Context: an optimization exercise on an open-source flow, tuned for small area, a short achievable clock period and few clock cycles. The choices shown serve that exercise and are no tape-out recipe. Where RTL was checked, it was by simulation tests only, not by an equivalence proof against the original. Function not checked in runs 1 and 3: the RTL went through the layout flow alone. Power figures rest on the tool's default switching activity, not on a simulated workload.

==> design/flow/design.v <==
module vrm_codec (
    input  wire         clk,
    input  wire         rst,           
    input  wire         cmd_valid,
    output wire         cmd_ready,
    input  wire [31:0]  cmd_word,
    input  wire [191:0] cmd_opd,
    input  wire [2:0]   cmd_opv_tag,
    input  wire [63:0]  cmd_opv,
    output reg          rsp_valid,
    output wire [7:0]   rsp_stat,      
    output reg  [191:0] rsp_data,      
    output reg  [2:0]   rsp_val_tag,   
    output reg  [63:0]  rsp_val,       
    output wire [15:0]  flog           
);
    wire [4:0] i_op  = cmd_word[31:27];
    wire       i_dec = (i_op == 5'd6);
    wire       i_ins = (i_op == 5'd8);
    wire       i_legal = (cmd_word[20:0] == 21'd0) & (i_dec | (i_op == 5'd7) | i_ins);
    wire       i_multi = !i_dec && ((cmd_word[26:24] == 3'd6 && cmd_opv_tag == 3'd1) ||
                                    (cmd_word[26:24] == 3'd2 && (cmd_opv_tag == 3'd1 || cmd_opv_tag == 3'd2)));
    reg         v_q;
    reg         legal, op_dec, op_ins, multi_q;
    reg [2:0]   rg, fd;
    reg [191:0] opd_q;
    reg [2:0]   tag_q;
    reg [63:0]  opv_q;
    wire        take;
    always @(posedge clk) begin
        if (take) begin
            legal   <= i_legal;
            op_dec  <= i_dec;
            op_ins  <= i_ins;
            multi_q <= i_multi;
            rg      <= cmd_word[26:24];
            fd      <= cmd_word[23:21];
            opd_q   <= cmd_opd;
            tag_q   <= cmd_opv_tag;
            opv_q   <= cmd_opv;
        end
    end
    wire       reg_ok = (rg != 3'd7);
    reg          fld_ok;
    reg          k_ident, k_gain, k_illum, k_indic, k_scale, k_f32, k_fw;
    reg  [31:0]  raw;
    reg  [31:0]  r;           
    reg  [191:0] keep;
    always @* begin
        fld_ok = 1'b0;
        {k_ident, k_gain, k_illum, k_indic, k_scale, k_f32, k_fw} = 7'd0;
        raw    = 32'd0;
        keep   = 192'd0;
        case (rg)
            3'd0: begin
                fld_ok = (fd < 3'd3);
                keep[31:0] = opd_q[31:0];
                case (fd)
                    3'd0: begin k_ident = 1'b1; raw[7:0]  = opd_q[31:24];  keep[31:24] = 8'd0;  end
                    3'd1: begin k_ident = 1'b1; raw[7:0]  = opd_q[23:16];  keep[23:16] = 8'd0;  end
                    default: begin k_fw = 1'b1; raw[15:0] = opd_q[15:0]; keep[15:0]  = 16'd0; end
                endcase
            end
            3'd1: begin
                fld_ok = (fd < 3'd5);
                keep[7:0] = opd_q[7:0];
                case (fd)
                    3'd0: begin k_ident = 1'b1; raw[0]   = opd_q[7];   keep[7]   = 1'b0; end
                    3'd1: begin k_ident = 1'b1; raw[0]   = opd_q[6];   keep[6]   = 1'b0; end
                    3'd2: begin k_gain  = 1'b1; raw[1:0] = opd_q[5:4]; keep[5:4] = 2'd0; end
                    3'd3: begin k_ident = 1'b1; raw[1:0] = opd_q[3:2]; keep[3:2] = 2'd0; end
                    default: begin k_ident = 1'b1; raw[0] = opd_q[1];   keep[1]   = 1'b0; end
                endcase
            end
            3'd2: begin
                fld_ok = (fd == 3'd0);
                k_scale = 1'b1; raw[7:0] = opd_q[7:0];
            end
            3'd3: begin
                fld_ok = (fd == 3'd0);
                k_ident = 1'b1; raw[7:0] = opd_q[7:0];
            end
            3'd4: begin
                fld_ok = (fd < 3'd4);
                keep[7:0] = opd_q[7:0];
                case (fd)
                    3'd0: begin k_illum = 1'b1; raw[1:0] = opd_q[5:4]; keep[5:4] = 2'd0; end
                    3'd1: begin k_ident = 1'b1; raw[0]   = opd_q[3];   keep[3]   = 1'b0; end
                    3'd2: begin k_indic = 1'b1; raw[1:0] = opd_q[2:1]; keep[2:1] = 2'd0; end
                    default: begin k_ident = 1'b1; raw[0] = opd_q[0];   keep[0]   = 1'b0; end
                endcase
            end
            3'd5: begin
                fld_ok = (fd < 3'd6);
                k_ident = 1'b1;
                keep[95:0] = opd_q[95:0];
                case (fd)
                    3'd0: begin raw[15:0] = opd_q[95:80]; keep[95:80] = 16'd0; end
                    3'd1: begin raw[15:0] = opd_q[79:64]; keep[79:64] = 16'd0; end
                    3'd2: begin raw[15:0] = opd_q[63:48]; keep[63:48] = 16'd0; end
                    3'd3: begin raw[15:0] = opd_q[47:32]; keep[47:32] = 16'd0; end
                    3'd4: begin raw[15:0] = opd_q[31:16]; keep[31:16] = 16'd0; end
                    default: begin raw[15:0] = opd_q[15:0]; keep[15:0] = 16'd0; end
                endcase
            end
            default: begin    
                fld_ok = (fd < 3'd6);
                k_f32 = 1'b1;
                keep = opd_q;
                case (fd)
                    3'd0: begin raw = opd_q[191:160]; keep[191:160] = 32'd0; end
                    3'd1: begin raw = opd_q[159:128]; keep[159:128] = 32'd0; end
                    3'd2: begin raw = opd_q[127:96]; keep[127:96]  = 32'd0; end
                    3'd3: begin raw = opd_q[95:64]; keep[95:64]   = 32'd0; end
                    3'd4: begin raw = opd_q[63:32]; keep[63:32]   = 32'd0; end
                    default: begin raw = opd_q[31:0]; keep[31:0]    = 32'd0; end
                endcase
            end
        endcase
    end
    wire is_int = (tag_q == 3'd1);
    wire is_f64 = (tag_q == 3'd2);
    wire is_f32 = (tag_q == 3'd3);
    wire x_nan  = (opv_q[62:52] == 11'h7FF) && (opv_q[51:0] != 52'd0);
    wire        n_neg  = opv_q[63];
    wire [63:0] n_abs  = n_neg ? (~opv_q + 64'd1) : opv_q;
    wire [63:0] n_s5 = (n_abs[63:32] == 32'd0) ? {n_abs[31:0], 32'd0} : n_abs;
    wire [63:0] n_s4 = (n_s5[63:48]  == 16'd0) ? {n_s5[47:0], 16'd0}  : n_s5;
    wire [63:0] n_s3 = (n_s4[63:56]  == 8'd0)  ? {n_s4[55:0], 8'd0}   : n_s4;
    wire [63:0] n_s2 = (n_s3[63:60]  == 4'd0)  ? {n_s3[59:0], 4'd0}   : n_s3;
    wire [63:0] n_s1 = (n_s2[63:62]  == 2'd0)  ? {n_s2[61:0], 2'd0}   : n_s2;
    wire [63:0] n_norm = n_s1[63] ? n_s1 : {n_s1[62:0], 1'b0};
    wire [5:0]  n_lz = {n_abs[63:32] == 32'd0, n_s5[63:48] == 16'd0, n_s4[63:56] == 8'd0,
                        n_s3[63:60] == 4'd0, n_s2[63:62] == 2'd0, !n_s1[63]};
    wire        n_g    = n_norm[10];
    wire        n_st   = |n_norm[9:0];
    wire [53:0] n_rnd  = {1'b0, n_norm[63:11]} + {53'd0, n_g & (n_st | n_norm[11])};
    wire [10:0] n_exp  = 11'd1023 + 11'd63 - {5'd0, n_lz} + {10'd0, n_rnd[53]};
    wire [51:0] n_frac = n_rnd[53] ? 52'd0 : n_rnd[51:0];
    wire [63:0] int_f64 = (n_abs == 64'd0) ? 64'd0 : {n_neg, n_exp, n_frac};
    reg  [63:0] xf_q;
    always @(posedge clk) xf_q <= int_f64;
    reg  [2:0]  mstep;      
    wire [63:0] xf     = (mstep == 3'd6) ? xf_q : opv_q;
    wire        xf_nan = (xf[62:52] == 11'h7FF) && (xf[51:0] != 52'd0);
    wire        xf_inf = (xf[62:52] == 11'h7FF) && (xf[51:0] == 52'd0);
    reg [62:0] mid0, mid1, mid2;
    reg [6:0]  imid0, imid1, imid2;
    always @* begin
        if (k_gain) begin
            mid0 = 63'h4002CCCCCCCCCCCD; mid1 = 63'h4023B33333333333; mid2 = 63'h4044000000000000;
            imid0 = 7'd2; imid1 = 7'd9; imid2 = 7'd40;
        end else if (k_illum) begin
            mid0 = 63'h4032C00000000000; mid1 = 63'h4042C00000000000; mid2 = 63'h4052C00000000000;
            imid0 = 7'd18; imid1 = 7'd37; imid2 = 7'd75;
        end else begin
            mid0 = 63'h3FF8000000000000; mid1 = 63'h4008000000000000; mid2 = 63'h4018000000000000;
            imid0 = 7'd1; imid1 = 7'd3; imid2 = 7'd6;
        end
    end
    wire le0 = opv_q[63] | (opv_q[62:0] <= mid0);
    wire le1 = opv_q[63] | (opv_q[62:0] <= mid1);
    wire le2 = opv_q[63] | (opv_q[62:0] <= mid2);
    wire n_small = (opv_q[62:7] == 56'd0);
    wire ile0 = opv_q[63] | (n_small & (opv_q[6:0] <= imid0));
    wire ile1 = opv_q[63] | (n_small & (opv_q[6:0] <= imid1));
    wire ile2 = opv_q[63] | (n_small & (opv_q[6:0] <= imid2));
    wire [1:0] lut_code_f = le0 ? 2'd0 : le1 ? 2'd1 : le2 ? 2'd2 : 2'd3;
    wire [1:0] lut_code_i = ile0 ? 2'd0 : ile1 ? 2'd1 : ile2 ? 2'd2 : 2'd3;
    wire        fs   = xf[63];
    wire [10:0] fe   = xf[62:52];
    wire [52:0] fm   = {1'b1, xf[51:0]};
    wire signed [12:0] fE = $signed({2'b00, fe}) - 13'sd1023;
    reg  [31:0] f32_pat;
    reg         f32_ovf;
    reg  [24:0] f_rnd;
    reg  [7:0]  f_exp;
    reg  [12:0] f_sh;
    reg  [47:0] f_w;
    reg  [22:0] f_k;
    reg         f_g, f_st;
    reg  [23:0] f_sub;
    always @* begin
        f32_ovf = 1'b0;
        f_rnd = 25'd0; f_exp = 8'd0; f_sh = 13'd0; f_w = 48'd0; f_k = 23'd0;
        f_g = 1'b0; f_st = 1'b0; f_sub = 24'd0;
        if (xf_nan) begin
            f32_pat = 32'h7FC00000;
        end else if (xf_inf) begin
            f32_pat = {fs, 31'h7F800000};
        end else if (fe == 11'd0) begin
            f32_pat = {fs, 31'd0};
        end else if (fE > 13'sd127) begin
            f32_pat = 32'd0;
            f32_ovf = 1'b1;
        end else if (fE >= -13'sd126) begin
            f_rnd = {1'b0, fm[52:29]} + {24'd0, fm[28] & ((|fm[27:0]) | fm[29])};
            f_exp = fE[7:0] + 8'd127 + {7'd0, f_rnd[24]};
            if (fE == 13'sd127 && f_rnd[24]) begin
                f32_pat = 32'd0;
                f32_ovf = 1'b1;
            end else begin
                f32_pat = {fs, f_exp, f_rnd[24] ? 23'd0 : f_rnd[22:0]};
            end
        end else begin
            f_sh = -fE - 13'd97;
            if (f_sh > 13'd53) begin
                f32_pat = {fs, 31'd0};
            end else begin
                f_w  = {fm[52:29], 24'd0} >> (f_sh[5:0] - 6'd30);
                f_k  = f_w[47:25];
                f_g  = f_w[24];
                f_st = (|f_w[23:0]) | (|fm[28:0]);
                f_sub = {1'b0, f_k} + {23'd0, f_g & (f_st | f_k[0])};
                f32_pat = {fs, 7'd0, f_sub};
            end
        end
    end
    wire [10:0]  m_e    = xf[62:52];
    wire [52:0]  m_a    = {1'b1, xf[51:0]};
    wire         sc_ovf = (m_e == 11'd2046) || ((m_e == 11'd2045) && (xf[51:0] >= 52'h6DB6DB6DB6DB7));
    wire         sc_mul = (m_e >= 11'd1021) && (m_e <= 11'd1081);
    wire [105:0] acc   = rsp_data[105:0];
    wire [105:0] mx    = {53'd0, rsp_data[158:106]};
    wire         ms_s  = rsp_data[159];
    wire [10:0]  ms_e  = rsp_data[170:160];
    reg  [105:0] op_a, op_b, op_c;
    always @* begin
        op_a = (mstep == 3'd1 || mstep == 3'd5) ? (acc << 4) : acc;
        case (mstep)
            3'd2:    op_b = acc << 4;
            3'd3:    op_b = acc << 12;
            3'd4:    op_b = acc << 24;
            default: op_b = mx << 2;
        endcase
        case (mstep)
            3'd2:    op_c = acc << 8;
            3'd3:    op_c = 106'd0;
            3'd5:    op_c = mx << 1;
            default: op_c = mx;
        endcase
    end
    wire [105:0] cs_s = op_a ^ op_b ^ op_c;
    wire [105:0] cs_c = (op_a & op_b) | (op_a & op_c) | (op_b & op_c);
    wire [105:0] mul_p;
    vrm_codec_add #(.W(106)) u_add (.a(cs_s), .b({cs_c[104:0], 1'b0}), .s(mul_p));
    wire         p_hi   = acc[105];
    wire [52:0]  p_m    = p_hi ? acc[105:53] : acc[104:52];
    wire         p_g    = p_hi ? acc[52] : acc[51];
    wire         p_st   = p_hi ? (|acc[51:0]) : (|acc[50:0]);
    wire [53:0]  p_rnd  = {1'b0, p_m} + {53'd0, p_g & (p_st | p_m[0])};
    wire signed [13:0] p_sh = $signed({3'b000, ms_e}) - (p_hi ? 14'sd1073 : 14'sd1074)
                              + (p_rnd[53] ? 14'sd1 : 14'sd0);
    wire [52:0]  p_mn   = p_rnd[53] ? 53'h10000000000000 : p_rnd[52:0];
    reg  [7:0]   p_int;
    always @* begin
        if (p_sh <= -14'sd53 || p_sh >= 14'sd8)
            p_int = 8'd0;
        else if (p_sh < 14'sd0)
            p_int = p_mn[52:0] >> (-p_sh);
        else
            p_int = p_mn[7:0] << p_sh;
    end
    wire [7:0]   scale_enc = ms_s ? (~p_int + 8'd1) : p_int;
    reg enc_bad;
    always @* begin
        enc_bad = 1'b0;
        r       = 32'd0;
        if (k_ident) begin
            enc_bad = !is_int;
            r = opv_q[31:0];
        end else if (k_gain | k_illum | k_indic) begin
            if (is_int)
                r = {30'd0, lut_code_i};
            else if (is_f64 && !x_nan)
                r = {30'd0, lut_code_f};
            else
                enc_bad = 1'b1;
        end else if (k_scale) begin
            enc_bad = !(is_int | is_f64) | xf_nan | xf_inf | sc_ovf;
        end else if (k_f32) begin
            if (is_f32)
                r = opv_q[31:0];
            else if (is_int || is_f64) begin
                r = f32_pat;
                enc_bad = f32_ovf;
            end else
                enc_bad = 1'b1;
        end else
            enc_bad = 1'b1;
    end
    reg [191:0] placed;
    always @* begin
        placed = 192'd0;
        case (rg)
            3'd0: case (fd)
                3'd0:    placed[31:24] = r[7:0];
                3'd1:    placed[23:16] = r[7:0];
                default: placed[15:0]  = r[15:0];
            endcase
            3'd1: case (fd)
                3'd0:    placed[7]   = r[0];
                3'd1:    placed[6]   = r[0];
                3'd2:    placed[5:4] = r[1:0];
                3'd3:    placed[3:2] = r[1:0];
                default: placed[1]   = r[0];
            endcase
            3'd2, 3'd3:  placed[7:0] = r[7:0];
            3'd4: case (fd)
                3'd0:    placed[5:4] = r[1:0];
                3'd1:    placed[3]   = r[0];
                3'd2:    placed[2:1] = r[1:0];
                default: placed[0]   = r[0];
            endcase
            3'd5: case (fd)
                3'd0:    placed[95:80] = r[15:0];
                3'd1:    placed[79:64] = r[15:0];
                3'd2:    placed[63:48] = r[15:0];
                3'd3:    placed[47:32] = r[15:0];
                3'd4:    placed[31:16] = r[15:0];
                default: placed[15:0]  = r[15:0];
            endcase
            default: case (fd)
                3'd0:    placed[191:160] = r;
                3'd1:    placed[159:128] = r;
                3'd2:    placed[127:96]  = r;
                3'd3:    placed[95:64]   = r;
                3'd4:    placed[63:32]   = r;
                default: placed[31:0]    = r;
            endcase
        endcase
    end
    localparam [128*53-1:0] SDEC_TBL = 6784'hb6249249249255ab6db6db6db72d2db6db6db6dd6800000000000b349249249249d9492492492496c76db6db6db6f624924924924ab06db6db6db6e57db6db6db6dbabc000000000015c92492492493ad92492492492d66db6db6db6deb09249249249556db6db6db6dcaab6db6db6db755000000000002a5249249249275124924924925a7db6db6db6dbd392492492492a99b6db6db6db94b6db6db6db6ea5000000000005224924924924e8e4924924924b45b6db6db6db7a22492492492550b6db6db6db7282db6db6db6dd40000000000009f49249249249cf492492492496776db6db6db6f3a492492492499c6db6db6db6e4ddb6db6db6dba6c0000000000134924924924939992492492492cc6db6db6db6de60924924924932edb6db6db6dc96b6db6db6db74b0000000000025524924924927292492492492593db6db6db6dbc992492492492649b6db6db6db9236db6db6db6e91000000000004824924924924e3e4924924924b1db6db6db6db78e24924924924c6b6db6db6db7232db6db6db6dd18000000000008b49249249249c5492492492496276db6db6db6f1249249249249886db6db6db6e43db6db6db6dba1c000000000010c924924924938592492492492c26db6db6db6de109249249249306db6db6db6dc82b6db6db6db741000000000002052492492492701249249249257fb6db6db6db73f24924924924df36db6db6db6ef6db6db6db6dc7a00000000000bc492492492495dc92492492494eb6db6db6db6e7449249249249b96db6db6db6ddc5b6db6db6db8e0000000000016e92492492492b6924924924929aedb6db6db6dcd49249249249368db6db6db6dbb3b6db6db6db719800000000002c924924924925632492492492530db6db6db6db98124924924926bdb6db6db6db75d6db6db6db6e2e0000000000016a4924924924ab24924924924a57b6db6db6db72b24924924924d536db6db6db6ea6db6db6db6dc5200000000000284924924924953c924924924949b6db6db6db6e4c49249249249a56db6db6db6dd25b6db6db6db890000000000004692492492492a29249249249290edb6db6db6dc849249249249340db6db6db6db9fb6db6db6db70f80000000000079249249249253b249249249251cdb6db6db6db8e1249249249266db6db6db6db7;
    reg  [2:0] sd_p;           
    integer    k;
    always @* begin
        sd_p = 3'd0;
        for (k = 0; k < 8; k = k + 1)
            if (raw[k]) sd_p = k[2:0];
    end
    wire [7:0]  sd_mn  = raw[7:0] << (3'd7 - sd_p);
    wire [52:0] sd_ent = SDEC_TBL[sd_mn[6:0] * 53 +: 53];
    wire [10:0] sd_exp = 11'd1021 + {8'd0, sd_p} + {10'd0, sd_ent[52]};
    wire [63:0] sdec_rom = (raw[7:0] == 8'd0) ? 64'd0 : {1'b0, sd_exp, sd_ent[51:0]};
    reg [2:0]  dec_tag;
    reg [63:0] dec_val;
    always @* begin
        dec_tag = 3'd1;
        dec_val = {32'd0, raw};
        if (k_gain) begin
            dec_tag = 3'd2;
            case (raw[1:0])
                2'd0: dec_val = 64'h3FF0000000000000;
                2'd1: dec_val = 64'h400D99999999999A;
                2'd2: dec_val = 64'h4030000000000000;
                default: dec_val = 64'h4050000000000000;
            endcase
        end else if (k_illum) begin
            dec_tag = 3'd2;
            case (raw[1:0])
                2'd0: dec_val = 64'h4029000000000000;
                2'd1: dec_val = 64'h4039000000000000;
                2'd2: dec_val = 64'h4049000000000000;
                default: dec_val = 64'h4059000000000000;
            endcase
        end else if (k_indic) begin
            dec_tag = 3'd2;
            case (raw[1:0])
                2'd0: dec_val = 64'h3FF0000000000000;
                2'd1: dec_val = 64'h4000000000000000;
                2'd2: dec_val = 64'h4010000000000000;
                default: dec_val = 64'h4020000000000000;
            endcase
        end else if (k_scale) begin
            dec_tag = 3'd2;
            dec_val = sdec_rom;
        end else if (k_f32) begin
            dec_tag = 3'd3;
        end else if (k_fw) begin
            dec_tag = 3'd4;
            dec_val = {44'd0, raw[7:4], 2'd0, raw[3:0], raw[15:14], 2'd0, raw[13:8]};
        end
    end
    wire [2:0] st = !legal  ? 3'd4 :
                    !reg_ok ? 3'd5 :
                    !fld_ok ? 3'd6 :
                    (!op_dec && enc_bad) ? 3'd2 : 3'd0;
    reg [2:0] stat_q;
    reg [3:0] flog_q;    
    assign rsp_stat = {5'd0, stat_q};
    assign flog     = {9'd0, flog_q[3], flog_q[2], flog_q[1], 1'b0, flog_q[0], 2'b00};
    wire ok = (st == 3'd0);
    wire conv_go   = (mstep == 3'd0) & legal & reg_ok & fld_ok & !op_dec & is_int & (k_f32 | k_scale);
    wire start_mul = (mstep == 3'd0 || mstep == 3'd6) & ok & !op_dec & k_scale & sc_mul;
    wire busy      = conv_go | start_mul | (mstep != 3'd0 && mstep != 3'd6 && mstep != 3'd7);
    wire done      = v_q & !busy;
    assign cmd_ready = !v_q | (mstep == 3'd0 && !multi_q) | (mstep == 3'd7) | (mstep == 3'd6 && rg != 3'd2);
    assign take      = cmd_valid & cmd_ready;
    always @(posedge clk) begin
        if (rst) begin
            v_q         <= 1'b0;
            rsp_valid   <= 1'b0;
            mstep       <= 3'd0;
            stat_q      <= 3'd0;
            rsp_data    <= 192'd0;
            rsp_val_tag <= 3'd0;
            rsp_val     <= 64'd0;
            flog_q      <= 4'd0;
        end else begin
            v_q       <= take | (v_q & busy);
            rsp_valid <= done;
            if (v_q) begin
                if (mstep == 3'd7) begin
                    mstep    <= 3'd0;
                    stat_q   <= 3'd0;
                    rsp_data <= {184'd0, scale_enc};
                end else if (mstep != 3'd0 && mstep != 3'd6) begin
                    rsp_data[105:0] <= mul_p;
                    mstep <= (mstep == 3'd5) ? 3'd7 : mstep + 3'd1;
                end else if (conv_go) begin
                    mstep <= 3'd6;
                end else if (start_mul) begin
                    mstep              <= 3'd1;
                    rsp_data[105:0]    <= {53'd0, m_a};
                    rsp_data[158:106]  <= m_a;
                    rsp_data[159]      <= xf[63];
                    rsp_data[170:160]  <= m_e;
                end else begin
                    mstep  <= 3'd0;
                    stat_q <= st;
                    if (st == 3'd2) flog_q[0] <= 1'b1;
                    if (st == 3'd4) flog_q[1] <= 1'b1;
                    if (st == 3'd5) flog_q[2] <= 1'b1;
                    if (st == 3'd6) flog_q[3] <= 1'b1;
                    if (ok && op_dec) begin
                        rsp_val_tag <= dec_tag;
                        rsp_val     <= dec_val;
                    end
                    if (ok && !op_dec)
                        rsp_data <= (op_ins ? keep : 192'd0) | placed;
                end
            end
        end
    end
endmodule
module vrm_codec_add #(parameter W = 106) (
    input  wire [W-1:0] a,
    input  wire [W-1:0] b,
    output wire [W-1:0] s
);
    localparam L = $clog2(W);
    function [W-1:0] m_up(input integer l);
        integer i;
        begin
            m_up = {W{1'b0}};
            for (i = 0; i < W; i = i + 1)
                if ((i % (2 << l)) == ((2 << l) - 1)) m_up[i] = 1'b1;
        end
    endfunction
    function [W-1:0] m_dn(input integer l);
        integer i;
        begin
            m_dn = {W{1'b0}};
            for (i = 0; i < W; i = i + 1)
                if ((i % (2 << l)) == ((1 << l) - 1) && i >= (2 << l)) m_dn[i] = 1'b1;
        end
    endfunction
    function [W*L-1:0] all_up(input integer dummy);
        integer l;
        begin
            for (l = 0; l < L; l = l + 1) all_up[l*W +: W] = m_up(l);
        end
    endfunction
    function [W*L-1:0] all_dn(input integer dummy);
        integer l;
        begin
            all_dn = {W*L{1'b0}};
            for (l = 0; l < L - 1; l = l + 1) all_dn[l*W +: W] = m_dn(l);
        end
    endfunction
    localparam [W*L-1:0] M_UP = all_up(0);
    localparam [W*L-1:0] M_DN = all_dn(0);
    reg [W-1:0] g, p;
    integer l;
    always @* begin
        g = a & b;
        p = a ^ b;
        for (l = 0; l < L; l = l + 1) begin
            g = g | (M_UP[l*W +: W] & p & (g << (1 << l)));
            p = p & (~M_UP[l*W +: W] | (p << (1 << l)));
        end
        for (l = L - 2; l >= 0; l = l - 1) begin
            g = g | (M_DN[l*W +: W] & p & (g << (1 << l)));
            p = p & (~M_DN[l*W +: W] | (p << (1 << l)));
        end
    end
    assign s = a ^ b ^ {g[W-2:0], 1'b0};
endmodule
==> design/flow/run.sh <==
#!/bin/bash
# synth_recipe.tcl (not shown) runs the flow's synth.tcl, then flattens the netlist and writes it again
# the make line also repeats each setting of config.mk as NAME=value (left out here)
make -C /OpenROAD-flow-scripts/flow DESIGN_CONFIG=/design/flow/config.mk WORK_HOME=/design/flow/orfs CLKGATE_MAP_FILE= SYNTH_SCRIPT=/design/flow/synth_recipe.tcl finish
==> design/flow/config.mk <==
export PLATFORM = sky130hd
export DESIGN_NAME = vrm_codec
export DESIGN_NICKNAME = vrm_codec
export VERILOG_FILES = /design/flow/design.v
export SDC_FILE = /design/flow/constraint.sdc
export NUM_CORES = 4
export LEC_CHECK = 0
export CAP_MARGIN = 20
export CORE_MARGIN = 2
export CORE_UTILIZATION = 40
export SLEW_MARGIN = 20
==> design/flow/constraint.sdc <==
create_clock -name core_clock -period 18.0 [get_ports {clk}]
set_input_delay 3.6000 -clock core_clock [delete_from_list [all_inputs] [get_ports {clk}]]
set_output_delay 3.6000 -clock core_clock [all_outputs]
set_load 0.01 [all_outputs]
==> results.cfg, run 1 <==
[die]
die_h_um = 399
start_util = 0.403
num_rows = 144
die_x_um = 399
dieArea_um2 = 159000
core_area_um2 = 154000
io_pins = 579

[worst_setup_path]
r2r_start = opv_q[0]
end_kind = flip-flop
worst-r2r-cell-count = 30
critPathTopFamily = simple AND/OR/NAND/NOR gates
cp-endpoint = xf_q[46]
path_buf_inv = 6
crit_start = opv_q[0]
ff2ff_setup_slack_ps = 6550
max_stage_delay_ps = 1020
worstPathMaxFanout = 50
required_ps = 18600
worstSetupPathDepth = 30
path_class = reg -> reg
critical_path.most_common_cell = buf_4
slowest_stage = nor4_4
worstPathArrival_ps = 12050
r2r_end = xf_q[46]
start_kind = flip-flop

[synthesis]
synth_flop_cell = dfxtp_1
synth_area_leaders = edfxtp_1, dfxtp_1, fa_1
yosysTopAreaCellShare = 0.130
async_flop_share = 0
ys_top_cells_by_count = nor2_1, nand2_1, a21oi_1
yosysWarnings = 2
synth-edff-count = 269
syn-instance-count = 7917
synth-seq-cells = 591
ys_seq_area_frac = 0.233
synth_area_leader_cell = edfxtp_1
synth_cell_types = 118
postSynthAreaPerCell_um2 = 7.87
synth_most_common_cell = nor2_1
syn_area_um2 = 62300

[power]
p_int_w = 0.00295
p_clk_frac = 0.330
p_leak_nw = 27.0
power.density_nw_per_um2 = 68.7
swShare = 0.409
power.switching_w = 0.00204
seqPwrFrac = 0.353
peakVddDrop_uv = 83.2
comb_power_share = 0.317

[route]
via_per_inst = 7.12
finalWirelength_um = 387000
drc_errors = 0
first_iter_violations = 13100
wl_per_cell_um = 37.9
ant_nets = 0
via_count = 72700
firstDrtPassIters = 12

[final_layout]
syn_to_final_growth_pct = 16.6
drive_gt1_frac = 0.0922
fin_util = 0.471
fillers = 15200
final_area_um2 = 72700
nets = 8785

[global_routing]
grt_pass1_vias = 64800
grt_pass1_wl_um = 528000
grt_util_all_layers = 0.467
antenna_found_initial = 51
grt_remaining_overflow = 0
grt_max_degree = 96

[clock_tree]
insertion_delay_ps = 730
cts.clk_slew.worst_paths_ps = 70
cts_buffers = 73
cts-resized-gates = 0
tritoncts = yes
cts_setup_buffers = 0
cts.htree.levels = 3
cts-root-buf = clkbuf_16
cts_max_path_buffers = 3
cts.sinks = 591
cts_hold_buf = 0

[sta]
grt_setup_unrepaired = false
relSlewSlack = 0.0394
fin_ws_ps = 6550
fin_crit_sh = 0.636
drv_slew = 0
period_minus_slack_ps = 11450
worst_pin_slew_ps = 1440
final-setup-viol-count = 0
fin_setup_tns_ps = 0
max_freq_ghz = 0.0874
finClkSkew_ps = 52.7
final_hold_viol_count = 0

[run_status]
status = finished clean

[place]
place_area_um2 = 69900
place_ws_ps = 6920
hpwl_um = 298000
io_buffers = 560
globalplace.congestion = 1.09

[flow_run]
cap_viol_max_count = 0

[worst_hold_path]
hold_path.class = reg -> reg
-- power by group through the flow --
stage / clock [W] / sequential, W / combinational, W
after floorplan: 0 / 0.00157 / 0.000933
after global placement: 0 / 0.00176 / 0.00150
after detailed placement: 0 / 0.00175 / 0.00150
after CTS: 0.00165 / 0.00172 / 0.00151
after global routing: 0.00169 / 0.00174 / 0.00165
final: 0.00165 / 0.00176 / 0.00158
-- sequential cells by signal, indices dropped and copies added (netlist names), 4 cells and up --
signal    cells
flog_q        4
opd_q       192
opv_q        64
rsp_data    192
rsp_val      51
xf_q         64
-- placed cells by master, fill, tap and decap left out, drive strengths merged, types with 47 or more instances in the layout --
master,Yosys,layout
nand2b,53,53
clkdlybuf4s50,0,559
dfxtp,322,322
and2,131,131
o221ai,49,49
o211ai,79,79
buf,188,278
a211oi,141,141
nor2,806,806
xnor2,161,161
a22oi,147,147
nand4,97,97
nor2b,65,65
o22ai,93,93
a221oi,137,137
mux2,123,123
nand2,681,681
edfxtp,269,269
ha,237,237
o31ai,57,57
or2,47,47
fa,156,156
xor2,119,119
a21oi,594,594
a31oi,88,88
clkbuf,572,103
a222oi,99,99
a21o,105,105
and3,102,102
nor4,97,97
o21ai,481,481
mux2i,266,266
nor3,197,197
inv,221,227
a311oi,66,66
nand3,229,229
-- per-stage QoR --
| stage | total power, W | hold slack (ps) | std cells |
|---|---|---|---|
| 2_1_floorplan | 0.00250 | 470 | 7934 |
| 6_report | 0.00499 | 457 | 10200 |
| 5_1_grt | 0.00508 | 481 | 10200 |
| 4_1_cts | 0.00488 | 458 | 10200 |
| 3_3_place_gp | 0.00326 | 443 | 10100 |
| 3_5_place_dp | 0.00325 | 449 | 10100 |
-- worst min-delay path by stage --
stage                    from              to  slack (ps)  cells past startpoint
6_report          rsp_val[46]     rsp_val[46]         460                      2
5_1_grt           rsp_val[46]     rsp_val[46]         480                      2
4_1_cts        rsp_val_tag[0]  rsp_val_tag[0]         460                      2
3_5_place_dp   rsp_val_tag[0]  rsp_val_tag[0]         450                      2
3_3_place_gp      rsp_val[49]     rsp_val[49]         440                      2
2_1_floorplan       flog_q[2]       flog_q[2]         470                      2
-- cell families (layout without fill, tap and decap cells) --
group / count (synthesis) / in the layout / share of synthesized area
XOR/XNOR: 284 / 284 / 0.0408
buffers and inverters: 989 / 1213 / 0.0636
AO/OA/AOI/OAI: 2565 / 2565 / 0.283
adder cells (fa/ha/maj): 393 / 393 / 0.0977
flip-flops: 591 / 591 / 0.233
multiplexers: 416 / 416 / 0.0747
other: 1 / 33 / 0.0000602
AND/OR/NAND/NOR: 2678 / 2678 / 0.207
-- cell type report --
class	instances	area, um2	area share
multi-input combinational	6354	44300	0.610
sequential	591	14500	0.200
timing repair buffer	849	7780	0.107
tap	2044	2560	0.0352
clock buffer	91	2020	0.0278
inverter	229	860	0.0118
clock inverter	44	554	0.00763
antenna	15	37.5	0.000516
-- per-layer routing --
metal,global-route usage,routed length (um),vias up,part of all wire
li1,-,-,30200,-
met1,0.653,158000,35500,0.41
met2,0.625,149000,5984,0.38
met3,0.193,60700,1016,0.16
met4,0.190,19900,40,0.051
met5,0,294,-,0.00076
-- worst reg2reg max path: cells and delay by family, from the launching register on --
kind	cells	cell delay, ps
simple gates	8	4690
compound gates	11	2940
xor+xnor	2	440
fa+ha+maj	2	530
flops	1	380
mux	1	320
buf+inv	6	2010
==> inputs of run 2 (changes only) <==
--- a/design/flow/design.v
+++ b/design/flow/design.v
@@ -448,7 +448,7 @@
     input  wire [W-1:0] b,
     output wire [W-1:0] s
 );
-    localparam L = $clog2(W);
+    localparam L = 7;              
     function [W-1:0] m_up(input integer l);
         integer i;
         begin
==> run 2 against run 1 <==
  * Largest power group unchanged
  * Critical endpoint unchanged
  * Non-clock buffer count stayed put
  * Final cell count stayed put
  * Highest routed layer unchanged
  * Combinational power about the same
  * Total power unchanged
  * Die area unchanged
==> results.cfg, run 2 <==
[die]
start_util = 0.403
dieArea_um2 = 159000
core_area_um2 = 154000
die_h_um = 399
num_rows = 144
die_x_um = 399
io_pins = 579

[clock_tree]
cts-resized-gates = 0
cts_buffers = 73
cts.htree.levels = 3
cts_setup_buffers = 0
cts_hold_buf = 0
insertion_delay_ps = 730
cts.clk_slew.worst_paths_ps = 70
cts-root-buf = clkbuf_16
cts.sinks = 591
cts_max_path_buffers = 3
tritoncts = yes

[sta]
finClkSkew_ps = 52.7
worst_pin_slew_ps = 1440
final-setup-viol-count = 0
fin_ws_ps = 6550
fin_setup_tns_ps = 0
drv_slew = 0
final_hold_viol_count = 0
grt_setup_unrepaired = false
relSlewSlack = 0.0394
fin_crit_sh = 0.636
period_minus_slack_ps = 11450
max_freq_ghz = 0.0874

[worst_setup_path]
slowest_stage = nor4_4
path_class = reg -> reg
start_kind = flip-flop
r2r_end = xf_q[46]
worst-r2r-cell-count = 30
r2r_start = opv_q[0]
worstPathMaxFanout = 50
required_ps = 18600
ff2ff_setup_slack_ps = 6550
end_kind = flip-flop
critical_path.most_common_cell = buf_4
worstPathArrival_ps = 12050
max_stage_delay_ps = 1020

[worst_hold_path]
min_from = rsp_val[46]
holdPathStages = 2
hold_path.class = reg -> reg
holdPathEnd = rsp_val[46]

[final_layout]
syn_to_final_growth_pct = 16.6
nets = 8785
drive_gt1_frac = 0.0922
layout_commonest_cell = nor2_1
mostFrequentLayoutCells = nor2_1, nand2_1, a21oi_1
fin_util = 0.471
top_regs = opd_q x192, rsp_data x192

[run_status]
status = finished clean

[synthesis]
synth-seq-cells = 591
postSynthAreaPerCell_um2 = 7.87
ys_top_cells_by_count = nor2_1, nand2_1, a21oi_1
ys_seq_area_frac = 0.233
synth-edff-count = 269
syn-instance-count = 7917
yosysWarnings = 2
async_flop_share = 0
synth_most_common_cell = nor2_1
synth_cell_types = 118
synth_area_leaders = edfxtp_1, dfxtp_1, fa_1
synth_area_leader_cell = edfxtp_1
synth_flop_cell = dfxtp_1
syn_area_um2 = 62300
yosysTopAreaCellShare = 0.130

[route]
via_count = 72700
wl_per_cell_um = 37.9
firstDrtPassIters = 12
via_per_inst = 7.12
drc_errors = 0
first_iter_violations = 13100
finalWirelength_um = 387000
ant_nets = 0

[global_routing]
antenna_found_initial = 51
grt_max_degree = 96
grt_util_all_layers = 0.467
grt_pass1_vias = 64800
grt_pass1_wl_um = 528000
grt_remaining_overflow = 0

[place]
hpwl_um = 298000
place_ws_ps = 6920
io_buffers = 560
globalplace.congestion = 1.09

[power]
power.density_nw_per_um2 = 68.7
peakVddDrop_uv = 83.2
p_leak_nw = 27.0

[flow_run]
cap_viol_max_count = 0
## run 2: how the worst max path moves through the flow
stage                        startpoint          end  cells past startpoint
after floorplan           rsp_data[105]  rsp_data[5]                     47
after global placement         opv_q[0]     xf_q[46]                     30
after detailed placement       opv_q[0]     xf_q[46]                     30
after CTS                      opv_q[0]     xf_q[46]                     30
after global routing           opv_q[0]     xf_q[31]                     28
final                          opv_q[0]     xf_q[46]                     30
## run 2: layout make-up
cell class                      count  area [um2]
Timing Repair Buffer              849        7780
Inverter                          229         860
Clock inverter                     44         554
Clock buffer                       91        2020
Fill cell                       15200       81700
Antenna cell                       15        37.5
Tap cell                         2044        2560
Multi-Input combinational cell   6354       44300
Sequential cell                   591       14500
## run 2: critical path: cells and delay by family, from the launching register on
kind	cells	cell delay (ps)
adder cells (fa/ha/maj)	2	520
XOR/XNOR	2	440
AO/OA/AOI/OAI	11	2870
flip-flops	1	380
multiplexers	1	310
buffers and inverters	6	2010
AND/OR/NAND/NOR	8	4650
## run 2: cells by family (layout without fill, tap and decap cells)
group,count (synthesis),in the layout,share of synthesized area
multiplexers,416,416,0.0747
AO/OA/AOI/OAI,2565,2565,0.283
buffers and inverters,989,1213,0.0636
flip-flops,591,591,0.233
XOR/XNOR,284,284,0.0408
adder cells (fa/ha/maj),393,393,0.0977
AND/OR/NAND/NOR,2678,2678,0.207
other,1,33,0.0000602
## run 2: routing by layer
metal,share of wire,global-route usage,wire [um],vias up
li1,-,-,-,30200
met3,0.16,0.193,60700,1016
met1,0.41,0.653,158000,35500
met5,0.00076,0,294,-
met4,0.051,0.190,19900,40
met2,0.38,0.625,149000,5984
## run 2: where the power goes
group,leakage (nW),internal [W],total (W),switching (W)
Combinational,20.5,0.000509,0.00158,0.00107
Clock,1.24,0.000940,0.00165,0.000705
Sequential,5.23,0.00150,0.00176,0.000266
Total,27.0,0.00295,0.00499,0.00204
## run 2: per-stage QoR
| stage | cell area [um2] | power, W | hold WS (ps) | instances |
|---|---|---|---|---|
| final | 72700 | 0.00499 | 457 | 10200 |
| after global routing | 72600 | 0.00508 | 481 | 10200 |
| after floorplan | 62400 | 0.00250 | 470 | 7934 |
| after global placement | 69900 | 0.00326 | 443 | 10100 |
| after CTS | 72500 | 0.00488 | 458 | 10200 |
| after detailed placement | 69900 | 0.00325 | 449 | 10100 |
Testbench counts of run 2, summed over its fixed seeds: cycles 2,917.
==> inputs of run 3 (changes only) <==
--- a/design/flow/design.v
+++ b/design/flow/design.v
@@ -18,24 +18,26 @@
     wire       i_dec = (i_op == 5'd6);
     wire       i_ins = (i_op == 5'd8);
     wire       i_legal = (cmd_word[20:0] == 21'd0) & (i_dec | (i_op == 5'd7) | i_ins);
-    wire       i_multi = !i_dec && ((cmd_word[26:24] == 3'd6 && cmd_opv_tag == 3'd1) ||
+    wire       i_small = (cmd_opv[63:24] == {40{cmd_opv[63]}});
+    wire       i_multi = !i_dec && ((cmd_word[26:24] == 3'd6 && cmd_opv_tag == 3'd1 && !i_small) ||
                                     (cmd_word[26:24] == 3'd2 && (cmd_opv_tag == 3'd1 || cmd_opv_tag == 3'd2)));
     reg         v_q;
-    reg         legal, op_dec, op_ins, multi_q;
+    reg         legal, op_dec, op_ins, multi_q, small_q;
     reg [2:0]   rg, fd;
     reg [191:0] opd_q;
     reg [2:0]   tag_q;
     reg [63:0]  opv_q;
     wire        take;
+    always @(posedge clk) opd_q <= cmd_opd;
     always @(posedge clk) begin
         if (take) begin
             legal   <= i_legal;
             op_dec  <= i_dec;
             op_ins  <= i_ins;
             multi_q <= i_multi;
+            small_q <= i_small;
             rg      <= cmd_word[26:24];
             fd      <= cmd_word[23:21];
-            opd_q   <= cmd_opd;
             tag_q   <= cmd_opv_tag;
             opv_q   <= cmd_opv;
         end
@@ -124,24 +126,117 @@
     wire x_nan  = (opv_q[62:52] == 11'h7FF) && (opv_q[51:0] != 52'd0);
     wire        n_neg  = opv_q[63];
     wire [63:0] n_abs  = n_neg ? (~opv_q + 64'd1) : opv_q;
-    wire [63:0] n_s5 = (n_abs[63:32] == 32'd0) ? {n_abs[31:0], 32'd0} : n_abs;
-    wire [63:0] n_s4 = (n_s5[63:48]  == 16'd0) ? {n_s5[47:0], 16'd0}  : n_s5;
-    wire [63:0] n_s3 = (n_s4[63:56]  == 8'd0)  ? {n_s4[55:0], 8'd0}   : n_s4;
-    wire [63:0] n_s2 = (n_s3[63:60]  == 4'd0)  ? {n_s3[59:0], 4'd0}   : n_s3;
-    wire [63:0] n_s1 = (n_s2[63:62]  == 2'd0)  ? {n_s2[61:0], 2'd0}   : n_s2;
-    wire [63:0] n_norm = n_s1[63] ? n_s1 : {n_s1[62:0], 1'b0};
-    wire [5:0]  n_lz = {n_abs[63:32] == 32'd0, n_s5[63:48] == 16'd0, n_s4[63:56] == 8'd0,
-                        n_s3[63:60] == 4'd0, n_s2[63:62] == 2'd0, !n_s1[63]};
-    wire        n_g    = n_norm[10];
-    wire        n_st   = |n_norm[9:0];
-    wire [53:0] n_rnd  = {1'b0, n_norm[63:11]} + {53'd0, n_g & (n_st | n_norm[11])};
-    wire [10:0] n_exp  = 11'd1023 + 11'd63 - {5'd0, n_lz} + {10'd0, n_rnd[53]};
+    function [5:0] lzc64(input [63:0] v);
+        reg [31:0] z1;
+        reg [31:0] c1;
+        reg [15:0] z2;
+        reg [31:0] c2;
+        reg [7:0] z3;
+        reg [23:0] c3;
+        reg [3:0] z4;
+        reg [15:0] c4;
+        reg [1:0] z5;
+        reg [9:0] c5;
+        integer i;
+        begin
+            for (i = 0; i < 32; i = i + 1) begin
+                z1[i] = ~(v[2*i+1] | v[2*i]);
+                c1[i] = ~v[2*i+1];
+            end
+            for (i = 0; i < 16; i = i + 1) begin
+                z2[i] = z1[2*i+1] & z1[2*i];
+                c2[2*i +: 2] = z1[2*i+1] ? {1'b1, c1[1*(2*i) +: 1]} : {1'b0, c1[1*(2*i+1) +: 1]};
+            end
+            for (i = 0; i < 8; i = i + 1) begin
+                z3[i] = z2[2*i+1] & z2[2*i];
+                c3[3*i +: 3] = z2[2*i+1] ? {1'b1, c2[2*(2*i) +: 2]} : {1'b0, c2[2*(2*i+1) +: 2]};
+            end
+            for (i = 0; i < 4; i = i + 1) begin
+                z4[i] = z3[2*i+1] & z3[2*i];
+                c4[4*i +: 4] = z3[2*i+1] ? {1'b1, c3[3*(2*i) +: 3]} : {1'b0, c3[3*(2*i+1) +: 3]};
+            end
+            for (i = 0; i < 2; i = i + 1) begin
+                z5[i] = z4[2*i+1] & z4[2*i];
+                c5[5*i +: 5] = z4[2*i+1] ? {1'b1, c4[4*(2*i) +: 4]} : {1'b0, c4[4*(2*i+1) +: 4]};
+            end
+            lzc64 = z5[1] ? {1'b1, c5[4:0]} : {1'b0, c5[9:5]};
+        end
+    endfunction
+    function [4:0] lzc32(input [31:0] v);
+        reg [15:0] z1;
+        reg [15:0] c1;
+        reg [7:0] z2;
+        reg [15:0] c2;
+        reg [3:0] z3;
+        reg [11:0] c3;
+        reg [1:0] z4;
+        reg [7:0] c4;
+        integer i;
+        begin
+            for (i = 0; i < 16; i = i + 1) begin
+                z1[i] = ~(v[2*i+1] | v[2*i]);
+                c1[i] = ~v[2*i+1];
+            end
+            for (i = 0; i < 8; i = i + 1) begin
+                z2[i] = z1[2*i+1] & z1[2*i];
+                c2[2*i +: 2] = z1[2*i+1] ? {1'b1, c1[1*(2*i) +: 1]} : {1'b0, c1[1*(2*i+1) +: 1]};
+            end
+            for (i = 0; i < 4; i = i + 1) begin
+                z3[i] = z2[2*i+1] & z2[2*i];
+                c3[3*i +: 3] = z2[2*i+1] ? {1'b1, c2[2*(2*i) +: 2]} : {1'b0, c2[2*(2*i+1) +: 2]};
+            end
+            for (i = 0; i < 2; i = i + 1) begin
+                z4[i] = z3[2*i+1] & z3[2*i];
+                c4[4*i +: 4] = z3[2*i+1] ? {1'b1, c3[3*(2*i) +: 3]} : {1'b0, c3[3*(2*i+1) +: 3]};
+            end
+            lzc32 = z4[1] ? {1'b1, c4[3:0]} : {1'b0, c4[7:4]};
+        end
+    endfunction
+    function [2:0] lzc8(input [7:0] v);
+        reg [3:0] z1;
+        reg [3:0] c1;
+        reg [1:0] z2;
+        reg [3:0] c2;
+        integer i;
+        begin
+            for (i = 0; i < 4; i = i + 1) begin
+                z1[i] = ~(v[2*i+1] | v[2*i]);
+                c1[i] = ~v[2*i+1];
+            end
+            for (i = 0; i < 2; i = i + 1) begin
+                z2[i] = z1[2*i+1] & z1[2*i];
+                c2[2*i +: 2] = z1[2*i+1] ? {1'b1, c1[1*(2*i) +: 1]} : {1'b0, c1[1*(2*i+1) +: 1]};
+            end
+            lzc8 = z2[1] ? {1'b1, c2[1:0]} : {1'b0, c2[3:2]};
+        end
+    endfunction
+    wire [5:0]  n_lz   = lzc64(n_abs);
+    wire [63:0] n_norm = n_abs << n_lz;
+    reg  [63:0] nn_q;
+    reg  [5:0]  nlz_q;
+    reg         nneg_q, nzero_q;
+    always @(posedge clk) begin
+        nn_q    <= n_norm;
+        nlz_q   <= n_lz;
+        nneg_q  <= n_neg;
+        nzero_q <= (n_abs == 64'd0);
+    end
+    wire        n_g    = nn_q[10];
+    wire        n_st   = |nn_q[9:0];
+    wire [53:0] n_rnd  = {1'b0, nn_q[63:11]} + {53'd0, n_g & (n_st | nn_q[11])};
+    wire [10:0] n_exp  = 11'd1023 + 11'd63 - {5'd0, nlz_q} + {10'd0, n_rnd[53]};
     wire [51:0] n_frac = n_rnd[53] ? 52'd0 : n_rnd[51:0];
-    wire [63:0] int_f64 = (n_abs == 64'd0) ? 64'd0 : {n_neg, n_exp, n_frac};
+    wire [63:0] int_f64 = nzero_q ? 64'd0 : {nneg_q, n_exp, n_frac};
     reg  [63:0] xf_q;
     always @(posedge clk) xf_q <= int_f64;
-    reg  [2:0]  mstep;      
-    wire [63:0] xf     = (mstep == 3'd6) ? xf_q : opv_q;
+    localparam S_FIRST = 4'd0,    
+               S_NORM  = 4'd8,    
+               S_CONV  = 4'd6,    
+               S_FIN   = 4'd7;    
+    reg  [3:0]  mstep;
+    reg  [3:0]  mstep_n;
+    reg         first, st2, st3, st4, st5, st_fin;
+    wire [63:0] xf     = is_int ? xf_q : opv_q;
     wire        xf_nan = (xf[62:52] == 11'h7FF) && (xf[51:0] != 52'd0);
     wire        xf_inf = (xf[62:52] == 11'h7FF) && (xf[51:0] == 52'd0);
     reg [62:0] mid0, mid1, mid2;
@@ -171,6 +266,7 @@
     wire [10:0] fe   = xf[62:52];
     wire [52:0] fm   = {1'b1, xf[51:0]};
     wire signed [12:0] fE = $signed({2'b00, fe}) - 13'sd1023;
+    wire        f32_big = (fe != 11'h7FF) && ((fe > 11'd1150) || (fe == 11'd1150 && (&xf[51:28])));
     reg  [31:0] f32_pat;
     reg         f32_ovf;
     reg  [24:0] f_rnd;
@@ -216,29 +312,24 @@
             end
         end
     end
+    wire [24:0] s_mag = opv_q[63] ? (~opv_q[24:0] + 25'd1) : opv_q[24:0];
+    wire [4:0]  s_lz  = lzc32({s_mag, 7'd0});
+    wire [24:0] s_nrm = s_mag << s_lz;
+    wire [31:0] f32_small = (s_mag == 25'd0) ? 32'd0 :
+                            {opv_q[63], 8'd151 - {3'd0, s_lz}, s_nrm[23:1]};
     wire [10:0]  m_e    = xf[62:52];
     wire [52:0]  m_a    = {1'b1, xf[51:0]};
     wire         sc_ovf = (m_e == 11'd2046) || ((m_e == 11'd2045) && (xf[51:0] >= 52'h6DB6DB6DB6DB7));
     wire         sc_mul = (m_e >= 11'd1021) && (m_e <= 11'd1081);
     wire [105:0] acc   = rsp_data[105:0];
-    wire [105:0] mx    = {53'd0, rsp_data[158:106]};
-    wire         ms_s  = rsp_data[159];
-    wire [10:0]  ms_e  = rsp_data[170:160];
+    wire [105:0] mx    = {53'd0, m_a};
+    wire         ms_s  = xf[63];
+    wire [10:0]  ms_e  = m_e;
     reg  [105:0] op_a, op_b, op_c;
     always @* begin
-        op_a = (mstep == 3'd1 || mstep == 3'd5) ? (acc << 4) : acc;
-        case (mstep)
-            3'd2:    op_b = acc << 4;
-            3'd3:    op_b = acc << 12;
-            3'd4:    op_b = acc << 24;
-            default: op_b = mx << 2;
-        endcase
-        case (mstep)
-            3'd2:    op_c = acc << 8;
-            3'd3:    op_c = 106'd0;
-            3'd5:    op_c = mx << 1;
-            default: op_c = mx;
-        endcase
+        op_a = first ? (mx << 4) : st5 ? (acc << 4) : acc;
+        op_b = st2 ? (acc << 4) : st3 ? (acc << 12) : st4 ? (acc << 24) : (mx << 2);
+        op_c = st2 ? (acc << 8) : st3 ? 106'd0 : st5 ? (mx << 1) : mx;
     end
     wire [105:0] cs_s = op_a ^ op_b ^ op_c;
     wire [105:0] cs_c = (op_a & op_b) | (op_a & op_c) | (op_b & op_c);
@@ -248,18 +339,21 @@
     wire [52:0]  p_m    = p_hi ? acc[105:53] : acc[104:52];
     wire         p_g    = p_hi ? acc[52] : acc[51];
     wire         p_st   = p_hi ? (|acc[51:0]) : (|acc[50:0]);
-    wire [53:0]  p_rnd  = {1'b0, p_m} + {53'd0, p_g & (p_st | p_m[0])};
-    wire signed [13:0] p_sh = $signed({3'b000, ms_e}) - (p_hi ? 14'sd1073 : 14'sd1074)
-                              + (p_rnd[53] ? 14'sd1 : 14'sd0);
-    wire [52:0]  p_mn   = p_rnd[53] ? 53'h10000000000000 : p_rnd[52:0];
+    wire         p_inc  = p_g & (p_st | p_m[0]);
+    wire signed [13:0] p_sh = $signed({3'b000, ms_e}) - (p_hi ? 14'sd1073 : 14'sd1074);
+    wire [5:0]   p_k    = -p_sh[5:0];                       
+    wire [52:0]  p_low  = ~(53'h1FFFFFFFFFFFFF << p_k);     
+    wire         p_ones = &(p_m | ~p_low);
+    wire [7:0]   p_rs   = p_m >> p_k;
+    wire [7:0]   p_ls   = p_m[7:0] + {7'd0, p_inc};
     reg  [7:0]   p_int;
     always @* begin
-        if (p_sh <= -14'sd53 || p_sh >= 14'sd8)
+        if (p_sh <= -14'sd54 || p_sh >= 14'sd8)
             p_int = 8'd0;
         else if (p_sh < 14'sd0)
-            p_int = p_mn[52:0] >> (-p_sh);
+            p_int = p_rs + {7'd0, p_inc & p_ones};
         else
-            p_int = p_mn[7:0] << p_sh;
+            p_int = p_ls << p_sh[2:0];
     end
     wire [7:0]   scale_enc = ms_s ? (~p_int + 8'd1) : p_int;
     reg enc_bad;
@@ -282,8 +376,8 @@
             if (is_f32)
                 r = opv_q[31:0];
             else if (is_int || is_f64) begin
-                r = f32_pat;
-                enc_bad = f32_ovf;
+                r = (is_int & small_q) ? f32_small : f32_pat;
+                enc_bad = !is_int & f32_big;
             end else
                 enc_bad = 1'b1;
         end else
@@ -331,13 +425,7 @@
         endcase
     end
     localparam [128*53-1:0] SDEC_TBL = 6784'hb6249249249255ab6db6db6db72d2db6db6db6dd6800000000000b349249249249d9492492492496c76db6db6db6f624924924924ab06db6db6db6e57db6db6db6dbabc000000000015c92492492493ad92492492492d66db6db6db6deb09249249249556db6db6db6dcaab6db6db6db755000000000002a5249249249275124924924925a7db6db6db6dbd392492492492a99b6db6db6db94b6db6db6db6ea5000000000005224924924924e8e4924924924b45b6db6db6db7a22492492492550b6db6db6db7282db6db6db6dd40000000000009f49249249249cf492492492496776db6db6db6f3a492492492499c6db6db6db6e4ddb6db6db6dba6c0000000000134924924924939992492492492cc6db6db6db6de60924924924932edb6db6db6dc96b6db6db6db74b0000000000025524924924927292492492492593db6db6db6dbc992492492492649b6db6db6db9236db6db6db6e91000000000004824924924924e3e4924924924b1db6db6db6db78e24924924924c6b6db6db6db7232db6db6db6dd18000000000008b49249249249c5492492492496276db6db6db6f1249249249249886db6db6db6e43db6db6db6dba1c000000000010c924924924938592492492492c26db6db6db6de109249249249306db6db6db6dc82b6db6db6db741000000000002052492492492701249249249257fb6db6db6db73f24924924924df36db6db6db6ef6db6db6db6dc7a00000000000bc492492492495dc92492492494eb6db6db6db6e7449249249249b96db6db6db6ddc5b6db6db6db8e0000000000016e92492492492b6924924924929aedb6db6db6dcd49249249249368db6db6db6dbb3b6db6db6db719800000000002c924924924925632492492492530db6db6db6db98124924924926bdb6db6db6db75d6db6db6db6e2e0000000000016a4924924924ab24924924924a57b6db6db6db72b24924924924d536db6db6db6ea6db6db6db6dc5200000000000284924924924953c924924924949b6db6db6db6e4c49249249249a56db6db6db6dd25b6db6db6db890000000000004692492492492a29249249249290edb6db6db6dc849249249249340db6db6db6db9fb6db6db6db70f80000000000079249249249253b249249249251cdb6db6db6db8e1249249249266db6db6db6db7;
-    reg  [2:0] sd_p;           
-    integer    k;
-    always @* begin
-        sd_p = 3'd0;
-        for (k = 0; k < 8; k = k + 1)
-            if (raw[k]) sd_p = k[2:0];
-    end
+    wire [2:0]  sd_p   = ~lzc8(raw[7:0]);    
     wire [7:0]  sd_mn  = raw[7:0] << (3'd7 - sd_p);
     wire [52:0] sd_ent = SDEC_TBL[sd_mn[6:0] * 53 +: 53];
     wire [10:0] sd_exp = 11'd1021 + {8'd0, sd_p} + {10'd0, sd_ent[52]};
@@ -390,17 +478,38 @@
     assign rsp_stat = {5'd0, stat_q};
     assign flog     = {9'd0, flog_q[3], flog_q[2], flog_q[1], 1'b0, flog_q[0], 2'b00};
     wire ok = (st == 3'd0);
-    wire conv_go   = (mstep == 3'd0) & legal & reg_ok & fld_ok & !op_dec & is_int & (k_f32 | k_scale);
-    wire start_mul = (mstep == 3'd0 || mstep == 3'd6) & ok & !op_dec & k_scale & sc_mul;
-    wire busy      = conv_go | start_mul | (mstep != 3'd0 && mstep != 3'd6 && mstep != 3'd7);
+    wire conv_go   = (mstep == S_FIRST) & legal & reg_ok & fld_ok & !op_dec & is_int &
+                     (k_scale | (k_f32 & !small_q));
+    wire start_mul = first & !conv_go & legal & (rg == 3'd2) & (fd == 3'd0) & !op_dec & (is_int | is_f64) &
+                     !xf_nan & !xf_inf & !sc_ovf & sc_mul;
+    wire busy      = conv_go | start_mul | !(first | st_fin);
     wire done      = v_q & !busy;
-    assign cmd_ready = !v_q | (mstep == 3'd0 && !multi_q) | (mstep == 3'd7) | (mstep == 3'd6 && rg != 3'd2);
+    assign cmd_ready = !v_q | (mstep == S_FIRST && !multi_q) | st_fin |
+                       (mstep == S_CONV && rg != 3'd2);
     assign take      = cmd_valid & cmd_ready;
+    wire         conv_f32 = (mstep == S_CONV) & k_f32;
+    wire [191:0] new_data = ((op_ins && !conv_f32) ? keep : 192'd0) | placed;
+    wire [5:0]   slot     = 6'b100000 >> fd;
+    wire [191:0] wr_mask  = !conv_f32 ? {192{1'b1}} :
+                            {{32{slot[5]}}, {32{slot[4]}}, {32{slot[3]}}, {32{slot[2]}}, {32{slot[1]}}, {32{slot[0]}}};
+    integer      b;
+    always @* begin
+        mstep_n = mstep;
+        if (v_q) begin
+            if (st_fin)              mstep_n = S_FIRST;
+            else if (mstep == S_NORM) mstep_n = S_CONV;
+            else if (!first)         mstep_n = st5 ? S_FIN : mstep + 4'd1;
+            else if (conv_go)        mstep_n = S_NORM;
+            else if (start_mul)      mstep_n = 4'd2;
+            else                     mstep_n = S_FIRST;
+        end
+    end
     always @(posedge clk) begin
         if (rst) begin
             v_q         <= 1'b0;
             rsp_valid   <= 1'b0;
-            mstep       <= 3'd0;
+            mstep       <= S_FIRST;
+            {first, st2, st3, st4, st5, st_fin} <= 6'b100000;
             stat_q      <= 3'd0;
             rsp_data    <= 192'd0;
             rsp_val_tag <= 3'd0;
@@ -409,24 +518,25 @@
         end else begin
             v_q       <= take | (v_q & busy);
             rsp_valid <= done;
+            mstep     <= mstep_n;
+            first     <= (mstep_n == S_FIRST) | (mstep_n == S_CONV);
+            st2       <= (mstep_n == 4'd2);
+            st3       <= (mstep_n == 4'd3);
+            st4       <= (mstep_n == 4'd4);
+            st5       <= (mstep_n == 4'd5);
+            st_fin    <= (mstep_n == S_FIN);
             if (v_q) begin
-                if (mstep == 3'd7) begin
-                    mstep    <= 3'd0;
+                if (st_fin) begin
                     stat_q   <= 3'd0;
                     rsp_data <= {184'd0, scale_enc};
-                end else if (mstep != 3'd0 && mstep != 3'd6) begin
+                end else if (mstep == S_NORM) begin
+                end else if (!first) begin
                     rsp_data[105:0] <= mul_p;
-                    mstep <= (mstep == 3'd5) ? 3'd7 : mstep + 3'd1;
                 end else if (conv_go) begin
-                    mstep <= 3'd6;
+                    if (k_f32) rsp_data <= new_data;
                 end else if (start_mul) begin
-                    mstep              <= 3'd1;
-                    rsp_data[105:0]    <= {53'd0, m_a};
-                    rsp_data[158:106]  <= m_a;
-                    rsp_data[159]      <= xf[63];
-                    rsp_data[170:160]  <= m_e;
+                    rsp_data[105:0]    <= mul_p;
                 end else begin
-                    mstep  <= 3'd0;
                     stat_q <= st;
                     if (st == 3'd2) flog_q[0] <= 1'b1;
                     if (st == 3'd4) flog_q[1] <= 1'b1;
@@ -436,8 +546,10 @@
                         rsp_val_tag <= dec_tag;
                         rsp_val     <= dec_val;
                     end
-                    if (ok && !op_dec)
-                        rsp_data <= (op_ins ? keep : 192'd0) | placed;
+                    if (ok && !op_dec) begin
+                        for (b = 0; b < 192; b = b + 1)
+                            if (wr_mask[b]) rsp_data[b] <= new_data[b];
+                    end
                 end
             end
         end
==> run 3 against run 2 <==
  * First-iteration DRC count shrank 3.4%
  * Final area is 1.9% higher
  * Total power up 33%
  * Hold slack got worse by 15 ps
  * Synthesized cell count increased by 4.9%
  * Sequential share of layout area is 0.77 points lower
  * Routed wire length down 7.4%
  * Via count about the same
  * Clock-buffer cell count is 25 higher
  * Global-route usage decreased by 4.8 points
  * Highest routed layer unchanged
==> results.cfg, run 3 <==
[run_status]
status = finished clean

[worst_setup_path]
worstPathMaxFanout = 50
r2r_start = tag_q[1]
worst-r2r-cell-count = 35
worstPathArrival_ps = 10680
max_stage_delay_ps = 740
end_kind = flip-flop
ff2ff_setup_slack_ps = 7960
required_ps = 18640
r2r_end = rsp_data[105]
path_class = reg -> reg
start_kind = flip-flop
slowest_stage = a211oi_1

[sta]
max_freq_ghz = 0.0996
fin_setup_tns_ps = 0
final-setup-viol-count = 0
final_hold_viol_count = 0
fin_crit_sh = 0.558
finClkSkew_ps = 76.2
period_minus_slack_ps = 10040
relSlewSlack = 0.126
fin_ws_ps = 7960
drv_slew = 0
grt_setup_unrepaired = false
worst_pin_slew_ps = 1310

[clock_tree]
cts_max_path_buffers = 3
cts.sinks = 671
insertion_delay_ps = 760
tritoncts = yes
cts.htree.levels = 3
cts.clk_slew.worst_paths_ps = 60
cts_hold_buf = 0
cts-root-buf = clkbuf_16
cts-resized-gates = 0
cts_buffers = 81
cts_setup_buffers = 0

[synthesis]
synth_area_leader_cell = dfxtp_1
yosysWarnings = 2
synth_area_leaders = dfxtp_1, mux2i_1, nand2_1
syn_area_um2 = 63900
synth_most_common_cell = nand2_1
syn-instance-count = 8303
synth-seq-cells = 671
ys_top_cells_by_count = nand2_1, nor2_1, o21ai_0
synth-edff-count = 78
async_flop_share = 0
ys_seq_area_frac = 0.223
yosysTopAreaCellShare = 0.186
synth_flop_cell = dfxtp_1
synth_cell_types = 112
postSynthAreaPerCell_um2 = 7.69

[final_layout]
syn_to_final_growth_pct = 16.0
top_regs = opd_q x192, rsp_data x192
fin_util = 0.467
fillers = 15900
seqCellArea_um2 = 14200
multi_input_comb_area_um2 = 46300
mostFrequentLayoutCells = nand2_1, nor2_1, o21ai_0
nets = 9176
drive_gt1_frac = 0.0800
layout_commonest_cell = nand2_1
layoutNonFillerInstCount = 10700

[global_routing]
grt_pass1_wl_um = 498000
grt_pass1_vias = 66700
grt_util_all_layers = 0.419
grt_remaining_overflow = 0
grt_max_degree = 108
antenna_found_initial = 39

[power]
p_total_w = 0.00666
power.density_nw_per_um2 = 89.9
p_leak_nw = 28.8
peakVddDrop_uv = 73.3

[worst_hold_path]
holdPathStages = 1
hold_path.class = reg -> reg
holdPathEnd = xf_q[63]
min_from = nneg_q

[die]
num_rows = 146
core_area_um2 = 159000
die_x_um = 404
start_util = 0.403
dieArea_um2 = 163000
io_pins = 579
die_h_um = 404

[route]
via_per_inst = 6.83
drc_errors = 0
finalWirelength_um = 359000
first_iter_violations = 12700
ant_nets = 0
firstDrtPassIters = 14
via_count = 72800
wl_per_cell_um = 33.7

[flow_run]
cap_viol_max_count = 0

[place]
dp_cells = 10500
place_ws_ps = 8290
hpwl_um = 275000
globalplace.congestion = 1.09
io_buffers = 560
## run 3: changes by cell type in the layout (fill, tap and decap cells not counted), moves of 39 or more
| cell | previous run | this run |
|---|---|---|
| a221oi_1 | 136 | 86 |
| edfxtp_1 | 269 | 78 |
| nand2_1 | 676 | 951 |
| dfxtp_1 | 321 | 586 |
| a22oi_1 | 147 | 99 |
| nor2_1 | 797 | 731 |
| a211oi_1 | 131 | 88 |
| o21ai_0 | 453 | 651 |
| buf_4 | 277 | 218 |
| a222oi_1 | 99 | 6 |
| o211ai_1 | 77 | 127 |
| mux2i_1 | 249 | 547 |
| a21o_1 | 105 | 144 |
## run 3: worst max-delay path, delay by kind of cell, from the launching register on
kind	cells	cell delay, ps
compound gates	16	4270
buf+inv	4	1730
simple gates	7	1140
fa+ha+maj	3	870
xor+xnor	4	690
mux	1	670
flops	1	540
## run 3: cells by family after synthesis
logic type | share of synthesized area
flip-flops | 0.223
adder cells (fa/ha/maj) | 0.0949
buffers and inverters | 0.0577
XOR/XNOR | 0.0371
AND/OR/NAND/NOR | 0.205
multiplexers | 0.125
other | 0.0000587
AO/OA/AOI/OAI | 0.258
## run 3: layout make-up
| class | instances | area share |
|---|---|---|
| Multi-Input combinational cell | 6749 | 0.625 |
| Inverter | 206 | 0.0104 |
| Antenna cell | 24 | 0.000811 |
| Clock inverter | 31 | 0.00564 |
| Timing Repair Buffer | 782 | 0.0984 |
| Tap cell | 2072 | 0.0350 |
| Sequential cell | 671 | 0.192 |
| Clock buffer | 116 | 0.0322 |
## run 3: layer usage
metal | track usage | part of all wire | routed length (um) | vias to the layer above
li1 | - | - | - | 31000
met4 | 0.237 | 0.068 | 24400 | 32
met1 | 0.544 | 0.39 | 139000 | 35100
met3 | 0.145 | 0.14 | 48900 | 1203
met5 | 0.00446 | 0.0011 | 396 | -
met2 | 0.600 | 0.41 | 146000 | 5513
## run 3: how the worst max path moves through the flow
stage / startpoint / to / slack [ps] / cells past startpoint
finish: tag_q[1] / rsp_data[105] / 7960 / 35
floorplan: tag_q[1] / rsp_data[105] / 8750 / 40
CTS: tag_q[1] / rsp_data[105] / 8200 / 35
global placement: tag_q[1] / rsp_data[5] / 8200 / 20
detailed placement: tag_q[1] / rsp_data[105] / 8290 / 35
global route: tag_q[1] / rsp_data[105] / 7380 / 35
## run 3: power by group
part | switching (W) | internal [W] | total [W]
Clock | 0.000740 | 0.00103 | 0.00177
Combinational | 0.00196 | 0.00105 | 0.00301
Sequential | 0.000223 | 0.00166 | 0.00188
Total | 0.00292 | 0.00374 | 0.00666
## run 3: metrics by stage
| step | hold slack (ps) | instance area, um2 |
|---|---|---|
| after floorplan | 346 | 63900 |
| after global placement | 419 | 71100 |
| after detailed placement | 425 | 71200 |
| after CTS | 439 | 74000 |
| after global routing | 448 | 74100 |
| final | 441 | 74100 |

port drivers added, routing unchanged:
The flow's constraints put no driver on any port. The routed layouts listed below were extracted and timed again, unchanged, in two steps.
Step 1 assumes that a clkbuf_16 drives the clock port and a buf_2 every other input.
Step 2, shift: input delay + t, output delay - t, t = (earliest + latest rising clock arrival at the registers) / 2. This alone moves slack from input paths to output paths.
Slacks: no drivers / after step 1 / after step 2; pairs: no drivers / after step 1.
run | t (ns) | setup slack, ns | worst setup path at the end | latest minus earliest clock arrival (ns) | cell pins on the clock port's net
run 1 | 0.801 | 6.552 / 6.552 / 6.552 | register to register | 0.055 / 0.055 | 1
run 2 | 0.801 | 6.552 / 6.552 / 6.552 | register to register | 0.055 / 0.055 | 1
run 3 | 0.809 | 7.958 / 7.958 / 7.958 | register to register | 0.076 / 0.076 | 1
After both steps every run listed still meets setup and hold.
